This design comes from an exercise in tuning for small area, a short achievable clock period and few clock cycles on the open sky130 flow, not from production work. Only simulation tests tie the RTL to the original design; equivalence was not proved. No activity file was given, so power comes from the tool's default toggle rates.

$ cat flow/run.sh
#!/bin/bash
# synth_recipe.tcl (not shown) runs the flow's synth.tcl, then flattens the netlist and writes it again
# the make line also repeats each setting of config.mk as NAME=value (left out here)
make -C /OpenROAD-flow-scripts/flow DESIGN_CONFIG=/design/flow/config.mk WORK_HOME=/design/flow/orfs CLKGATE_MAP_FILE= SYNTH_SCRIPT=/design/flow/synth_recipe.tcl finish
$ cat flow/config.mk
export PLATFORM = sky130hd
export DESIGN_NAME = hlfc_tx
export DESIGN_NICKNAME = hlfc_tx
export VERILOG_FILES = /design/flow/design.v
export SDC_FILE = /design/flow/constraint.sdc
export NUM_CORES = 4
export LEC_CHECK = 0
export CAP_MARGIN = 20
export CORE_MARGIN = 2
export CORE_UTILIZATION = 40
export SLEW_MARGIN = 20
$ cat flow/constraint.sdc
create_clock -name core_clock -period 12.0 [get_ports {clk}]
set_input_delay 2.4000 -clock core_clock [delete_from_list [all_inputs] [get_ports {clk}]]
set_output_delay 2.4000 -clock core_clock [all_outputs]
set_load 0.01 [all_outputs]
$ cat flow/design.v
module hlfc_tx (
    input  wire        clk,
    input  wire        rst,
    input  wire        cmd_valid,
    output wire        cmd_ready,
    input  wire        cmd_write,
    input  wire [7:0]  cmd_unit,
    input  wire [3:0]  cmd_area,
    input  wire [7:0]  cmd_bank,
    input  wire [15:0] cmd_begin,
    input  wire [15:0] cmd_count,
    output reg         sts_valid,
    output reg  [7:0]  sts_code,
    input  wire        wd_valid,
    output wire        wd_ready,
    input  wire [15:0] wd_data,
    output wire        tx_valid,
    input  wire        tx_ready,
    output reg  [7:0]  tx_data,
    output wire        tx_last
);
    localparam CAP_FIRST = 29;
    localparam CAP_CONT  = 31;
    localparam [7:0] ST_OK          = 8'h00;
    localparam [7:0] ST_OUTOFRANGE  = 8'h10;
    localparam [7:0] ST_UNKNOWNAREA = 8'h11;
    localparam S_IDLE = 1'b0;
    localparam S_SEND = 1'b1;
    localparam [3:0] P_AT    = 4'd0;
    localparam [3:0] P_UNIT  = 4'd1;
    localparam [3:0] P_HDR   = 4'd2;
    localparam [3:0] P_BANK  = 4'd3;
    localparam [3:0] P_BEGIN = 4'd4;
    localparam [3:0] P_COUNT = 4'd5;
    localparam [3:0] P_DATA  = 4'd6;
    localparam [3:0] P_FCS   = 4'd7;
    localparam [3:0] P_TERM  = 4'd8;
    localparam [3:0] P_DELIM = 4'd9;
    function [15:0] max_address;
        input [2:0] tag;
        case (tag)
            3'd0: max_address = 16'd6143;
            3'd1: max_address = 16'd199;
            3'd2: max_address = 16'd511;
            3'd3: max_address = 16'd4095;
            3'd4: max_address = 16'd4095;
            3'd5: max_address = 16'd9999;
            3'd6: max_address = 16'd959;
            default: max_address = 16'd9999;
        endcase
    endfunction
    function [15:0] max_quantity;
        input [2:0] tag;
        case (tag)
            3'd0: max_quantity = 16'd6144;
            3'd1: max_quantity = 16'd200;
            3'd2: max_quantity = 16'd512;
            3'd3: max_quantity = 16'd2048;
            3'd4: max_quantity = 16'd2048;
            3'd5: max_quantity = 16'd9999;
            3'd6: max_quantity = 16'd960;
            default: max_quantity = 16'd9999;
        endcase
    endfunction
    function [7:0] area_letter;
        input [2:0] tag;
        case (tag)
            3'd0: area_letter = "R";
            3'd1: area_letter = "L";
            3'd2: area_letter = "H";
            3'd3: area_letter = "C";
            3'd4: area_letter = "G";
            3'd5: area_letter = "D";
            3'd6: area_letter = "J";
            default: area_letter = "E";
        endcase
    endfunction
    function [7:0] hexdigit;
        input [3:0] d;
        hexdigit = (d < 4'd10) ? (8'h30 + {4'd0, d}) : (8'h37 + {4'd0, d});
    endfunction
    reg [7:0] chk_code;
    always @(*) begin
        if (cmd_area > 4'd7)
            chk_code = ST_UNKNOWNAREA;
        else if (cmd_unit > 8'd31 ||
                 (cmd_area == 4'd7 && cmd_bank > 8'd12) ||
                 cmd_begin > max_address(cmd_area[2:0]) ||
                 cmd_count == 16'd0 ||
                 cmd_count > max_quantity(cmd_area[2:0]))
            chk_code = ST_OUTOFRANGE;
        else
            chk_code = ST_OK;
    end
    reg        state;
    reg [3:0]  phase;
    reg [1:0]  idx;           
    reg        first;         
    reg        d_write;
    reg [2:0]  d_area;
    reg [7:0]  d_bank;
    reg [3:0]  unit_dig  [0:1];
    reg [3:0]  begin_dig [0:3];
    reg [3:0]  count_dig [0:3];
    reg [15:0] words_left;    
    reg [15:0] fetch_left;    
    reg [4:0]  chunk_left;    
    reg [15:0] wbuf;
    reg        wbuf_full;
    reg [7:0]  fcs;
    wire cmd_fire = cmd_valid && cmd_ready;
    wire fire     = tx_valid && tx_ready;
    wire word_out = fire && phase == P_DATA && idx == 2'd3;
    assign cmd_ready = (state == S_IDLE);
    assign tx_valid  = (state == S_SEND) && (phase != P_DATA || wbuf_full);
    assign tx_last   = (phase == P_DELIM);
    assign wd_ready  = (fetch_left != 16'd0) && (!wbuf_full || word_out);
    wire wd_fire = wd_valid && wd_ready;
    always @(*) begin
        case (phase)
            P_AT:    tx_data = 8'h40;
            P_UNIT:  tx_data = 8'h30 + {4'd0, unit_dig[idx[0]]};
            P_HDR:   tx_data = idx[0] ? area_letter(d_area) : (d_write ? "W" : "R");
            P_BANK:  tx_data = hexdigit(idx[0] ? d_bank[3:0] : d_bank[7:4]);
            P_BEGIN: tx_data = 8'h30 + {4'd0, begin_dig[idx]};
            P_COUNT: tx_data = 8'h30 + {4'd0, count_dig[idx]};
            P_DATA: begin
                case (idx)
                    2'd0: tx_data = hexdigit(wbuf[15:12]);
                    2'd1: tx_data = hexdigit(wbuf[11:8]);
                    2'd2: tx_data = hexdigit(wbuf[7:4]);
                    default: tx_data = hexdigit(wbuf[3:0]);
                endcase
            end
            P_FCS:   tx_data = hexdigit(idx[0] ? fcs[3:0] : fcs[7:4]);
            P_TERM:  tx_data = 8'h2A;
            default: tx_data = 8'h0D;
        endcase
    end
    wire in_body = (phase == P_UNIT) || (phase == P_HDR) || (phase == P_BANK) ||
                   (phase == P_BEGIN) || (phase == P_COUNT) || (phase == P_DATA);
    always @(posedge clk) begin
        if (rst) begin
            state      <= S_IDLE;
            sts_valid  <= 1'b0;
            wbuf_full  <= 1'b0;
            fetch_left <= 16'd0;
        end else begin
            sts_valid <= cmd_fire;
            if (cmd_fire) begin
                sts_code <= chk_code;
                d_write  <= cmd_write;
                d_area   <= cmd_area[2:0];
                d_bank   <= cmd_bank;
                unit_dig[0]  <= cmd_unit / 10;
                unit_dig[1]  <= cmd_unit % 10;
                begin_dig[0] <= cmd_begin / 1000;
                begin_dig[1] <= (cmd_begin / 100) % 10;
                begin_dig[2] <= (cmd_begin / 10) % 10;
                begin_dig[3] <= cmd_begin % 10;
                count_dig[0] <= cmd_count / 1000;
                count_dig[1] <= (cmd_count / 100) % 10;
                count_dig[2] <= (cmd_count / 10) % 10;
                count_dig[3] <= cmd_count % 10;
                phase <= P_AT;
                idx   <= 2'd0;
                first <= 1'b1;
                if (chk_code == ST_OK) begin
                    state <= S_SEND;
                    if (cmd_write) begin
                        words_left <= cmd_count;
                        fetch_left <= cmd_count;
                        chunk_left <= (cmd_count > CAP_FIRST) ? CAP_FIRST[4:0] : cmd_count[4:0];
                    end else begin
                        words_left <= 16'd0;
                        fetch_left <= 16'd0;
                        chunk_left <= 5'd0;
                    end
                end
            end
            if (wd_fire) begin
                wbuf       <= wd_data;
                wbuf_full  <= 1'b1;
                fetch_left <= fetch_left - 16'd1;
            end else if (word_out) begin
                wbuf_full <= 1'b0;
            end
            if (state == S_SEND && fire) begin
                if (phase == P_AT)
                    fcs <= 8'h40;
                else if (in_body)
                    fcs <= fcs ^ tx_data;
                idx <= idx + 2'd1;
                case (phase)
                    P_AT: begin
                        idx   <= 2'd0;
                        phase <= first ? P_UNIT : P_DATA;
                    end
                    P_UNIT:
                        if (idx == 2'd1) begin
                            idx   <= 2'd0;
                            phase <= P_HDR;
                        end
                    P_HDR:
                        if (idx == 2'd1) begin
                            idx   <= 2'd0;
                            phase <= (d_area == 3'd7) ? P_BANK : P_BEGIN;
                        end
                    P_BANK:
                        if (idx == 2'd1) begin
                            idx   <= 2'd0;
                            phase <= P_BEGIN;
                        end
                    P_BEGIN:
                        if (idx == 2'd3) begin
                            idx   <= 2'd0;
                            phase <= d_write ? P_DATA : P_COUNT;
                        end
                    P_COUNT:
                        if (idx == 2'd3) begin
                            idx   <= 2'd0;
                            phase <= P_FCS;
                        end
                    P_DATA:
                        if (idx == 2'd3) begin
                            idx        <= 2'd0;
                            words_left <= words_left - 16'd1;
                            chunk_left <= chunk_left - 5'd1;
                            if (chunk_left == 5'd1)
                                phase <= P_FCS;
                        end
                    P_FCS:
                        if (idx == 2'd1) begin
                            idx   <= 2'd0;
                            phase <= (words_left == 16'd0) ? P_TERM : P_DELIM;
                        end
                    P_TERM: begin
                        idx   <= 2'd0;
                        phase <= P_DELIM;
                    end
                    default: begin
                        idx   <= 2'd0;
                        phase <= P_AT;
                        first <= 1'b0;
                        if (words_left == 16'd0)
                            state <= S_IDLE;
                        else
                            chunk_left <= (words_left > CAP_CONT) ? CAP_CONT[4:0] : words_left[4:0];
                    end
                endcase
            end
        end
    end
endmodule
==> metrics.md <==
| Metric | Value |
|---|---|
| Drt total wl | `roughly 85 mm` |
| Cell Int Power | `between 2 and 3 mW` |
| Vias in the first global route | `~27000` |
| Die area | `about 64000 um^2` |
| Slowest-stage cell, CP | `or4b_4` |
| Pwr dens | `~180 nW/um^2` |
| Period utilization | `97.10%` |
| Clock Latency Late Sink | `approximately 0.42 ns` |
| Cell Area, Synth | `roughly 25000 um^2` |
| Largest net degree at the start of global routing | `between 50 and 60` |
| GPL Wtd Cong | `roughly 0.96` |
| Top post-synthesis cells by area | `edfxtp_1 (13%), nor2_1 (7.0%), a21oi_1 (6.3%)` |
| First-pass DRT Iterations | `7` |
| Sequential power share | `roughly 11%` |
| Area grow syn2layout | `24.05%` |
| Netlist cell types | `approximately 140` |
| Clock power frac | `9.1%` |
| Layout cells sized above 1 | `between 10% and 20%` |
| Gr usage total | `between 20% and 30%` |
| Starting Density | `40.43%` |
| Initial antenna violation count | `2` |
| Post-CTS Hold Fix Bufs | `0` |
| Top_reg_cell synth | `edfxtp_1` |
| Setup WS post-layout | `around 0.35 ns` |
| RSZ-0062 raised after global routing | `true` |
| Placed cell areas | `a little under 30000 um^2` |
| Slew Viols, Final | `0` |
| Crit-path max cell delay | `0.50 ns` |
| Most frequent cells in the layout | `buf_4 (490), nor2_1 (459), nand2_1 (357), a21oi_1 (308), o21ai_0 (267)` |
| Final hold vios | `0` |
| Hold_ws | `just under 0.5 ns` |
| Final std cells w/o fill | `about 5000` |
| Vias per inst | `about 6.0` |
| Final setup vio count | `0` |
| TritonCTS clock tree | `yes` |
| Wirelength per Cell | `approximately 17 um` |
| Pre-CTS WS | `-0.4014 ns` |
| Most frequent CP cell | `buf_4` |
| Placed cells | `roughly 4800` |
| Seq/Total Area, Yosys | `between 10 and 15%` |
| Status | `complete, no violations` |
| DRT iter0 DRCs | `2474` |
| CTS buffer count | `17` |
| Relative slew margins | `27.24%` |
| Gate Count Post-Synth | `roughly 3700` |
| CP Buf/Inv Count | `7` |
| Psw | `approximately 2.7 mW` |
| # H-tree levels | `4` |
| Placed wire-length estimate | `65.36 mm` |
| Hold Crit Class | `flop to flop` |
| Final setup TNS | `0 ns` |
| CTS root buf | `clkbuf_16` |
| Synth top area share | `around an eighth` |
| IO Port Bufs | `87` |
| Final Core Density | `about half` |
| Via count | `roughly 29000` |
| Maxcap violations | `0` |
| Logic pwr share | `about four fifths` |
| CTS max path bufs | `2` |
| Worst-path maximum fanout | `8` |
| Worst endpoint required time | `12.17 ns` |
| #FFs+latches synth | `around 120` |
| Final-stage net count | `~4200` |
| I/O pins | `95` |
| Crit path max-delay family | `simple AND/OR/NAND/NOR gates` |
| Fmax | `85.82 MHz` |
| Net Sw Frac | `48.43%` |
| Max VDD drop | `~0.12 mV` |
| Fillcell total | `6246` |
| Fin area | `slightly above 30000 um^2` |
| ANT nets after route | `0` |
| WS Path Type | `input pin to flop` |
| Yosys Warn Count | `4` |
| First-pass GRT wire length | `about 140 mm` |
| Synth area leader | `edfxtp_1` |
| Worst setup SP type | `input pin` |
| Core area | `just over 60000 um^2` |
| Die Ht | `between 200 and 300 um` |
| Residual DRC | `0` |
| Commonest non-fill, non-tap cell in the layout | `buf_4` |
| Data arrival time of the critical path | `11.83 ns` |
| Leak pwr | `approximately 12 nW` |
| Gr ovfl total | `0` |
| Syn_area_per_cell | `a little under 7 um^2` |
| Worst-Margin Slew | `approximately 1.1 ns` |
| Total power | `approximately 5.6 mW` |
| Max Clock Skew | `approximately 0.0083 ns` |
| Post-synth EDFFs | `around 110` |
| Final worst path period need | `11.65 ns` |
| Die X | `253.8 um` |
| Row count | `between 90 and 100` |
| Clock sink total | `approximately 120` |
| Worst Setup End Kind | `flop` |
| Clk pin slew, worst setup/hold paths | `~0.06 ns` |
| Ys async rst share | `0%` |
## worst min-delay path, cell delays in order, from the launching register on
cell	delay, ns
dfxtp_1	0.32
nand2_1	0.06
a21oi_1	0.05
## power groups by stage
stage               registers [mW]  logic, mW  clock network [mW]
floorplan                    0.615       2.89                   0
global placement             0.634       4.27                   0
detailed placement           0.634       4.30                   0
CTS                          0.627       4.31               0.520
global route                 0.636       4.94               0.540
finish                       0.627       4.47               0.514
## worst paths after layout
| check | to | startpoint | cells after the start | slack, ns |
|---|---|---|---|---|
| hold reg to reg | wbuf_full$_SDFFE_PP0P_ | wbuf_full$_SDFFE_PP0P_ | 2 | 0.48 |
| setup / recovery | begin_dig[2][3]$_DFFE_PP_ | cmd_begin[14] | 43 | 0.35 |
| hold / removal | wbuf_full$_SDFFE_PP0P_ | wbuf_full$_SDFFE_PP0P_ | 2 | 0.48 |
| setup reg to reg | fetch_left[8]$_SDFFE_PP0P_ | phase[2]$_DFFE_PN_ | 17 | 7.00 |
## state kept, by name (all words and copies together), names as in the netlist, 3 cells and up
name	count
begin_dig	16
chunk_left	5
count_dig	16
d_area	3
d_bank	8
fcs	7
fetch_left	16
phase	4
unit_dig	8
wbuf	16
words_left	16
## final cells by class
type / instances / area, um^2 / share of cell area, %
tap: 837 / 1047 / 3.383
multi-input combinational: 3206 / 20580 / 66.50
sequential: 124 / 3533 / 11.41
clock buffer: 20 / 436.7 / 1.411
inverter: 121 / 454.2 / 1.467
timing repair buffer: 590 / 4750 / 15.34
clock inverter: 12 / 147.6 / 0.4770
antenna: 1 / 2.502 / 0.008084
## synth_stat cells, types with 26 or more instances
cell,instances
mux2i_1,55
maj3_1,40
nor2_1,465
o22ai_1,34
clkbuf_1,158
a31oi_1,68
buf_2,30
or3_1,33
and3_1,36
edfxtp_1,105
inv_1,114
a311oi_1,26
a211oi_1,54
xnor2_1,155
and2_1,48
a21oi_1,315
xor2_1,45
nand2_1,358
nand3_1,117
o21a_1,34
nand2b_1,50
a21o_1,36
o21ai_0,274
nand4_1,43
ha_1,55
o31ai_1,41
nor3_1,150
nor4_1,51
nor2b_1,38
o211ai_1,50
or2_2,29
## timing repair
action / CTS / global route
endpoints found under the setup margin: 0 / 21
gates resized for setup: 0 / 95
buffers inserted: 0 / 32
## per-layer routing
layer  vias up  GRT usage, %  routed length [um]
li1      14690             -                   -
met1     13770         35.93               40310
met2       904         42.04               38850
met3       123         1.926                4179
met4         2         6.034                1858
met5         -             0                  13
## kinds of logic (layout without fill, tap and decap cells)
group           after synthesis  in the layout  synth area share [%]
other cells                   1              8               0.01503
compound gates             1305           1305                 35.57
simple gates               1526           1526                 30.03
mux                          70             70                 2.948
flops                       124            124                 14.16
buf+inv                     346            743                 5.746
xor+xnor                    201            201                 7.085
fa+ha+maj                    97             97                 4.453
Testbench counts, summed over its fixed seeds: cycles 65,758.

==> what the ideal ports hide <==
The flow's constraints put no driver on any port. The routed layout listed below was extracted and timed again, unchanged, in two steps. Step 1 (the two cells are an assumption about what drives the block):
set clk [get_ports {clk}]
set_driving_cell -lib_cell sky130_fd_sc_hd__clkbuf_16 $clk
set_driving_cell -lib_cell sky130_fd_sc_hd__buf_2 [delete_from_list [all_inputs] $clk]
Step 2, shift: input delay + t, output delay - t, t = (earliest + latest rising clock arrival at the registers) / 2. This alone moves slack from input paths to output paths. Slacks: ideal / step 1 / step 2; pairs: ideal / step 1.
t, ns: 0.471
setup slack, ns: 0.348 / 0.382 / -0.088
worst setup path after step 2: input to register
With both steps, setup timing fails in this run, where it was met with ideal ports. For this run, drivers alone change the setup slack by +0.034 ns; drivers and shift together by -0.436 ns.
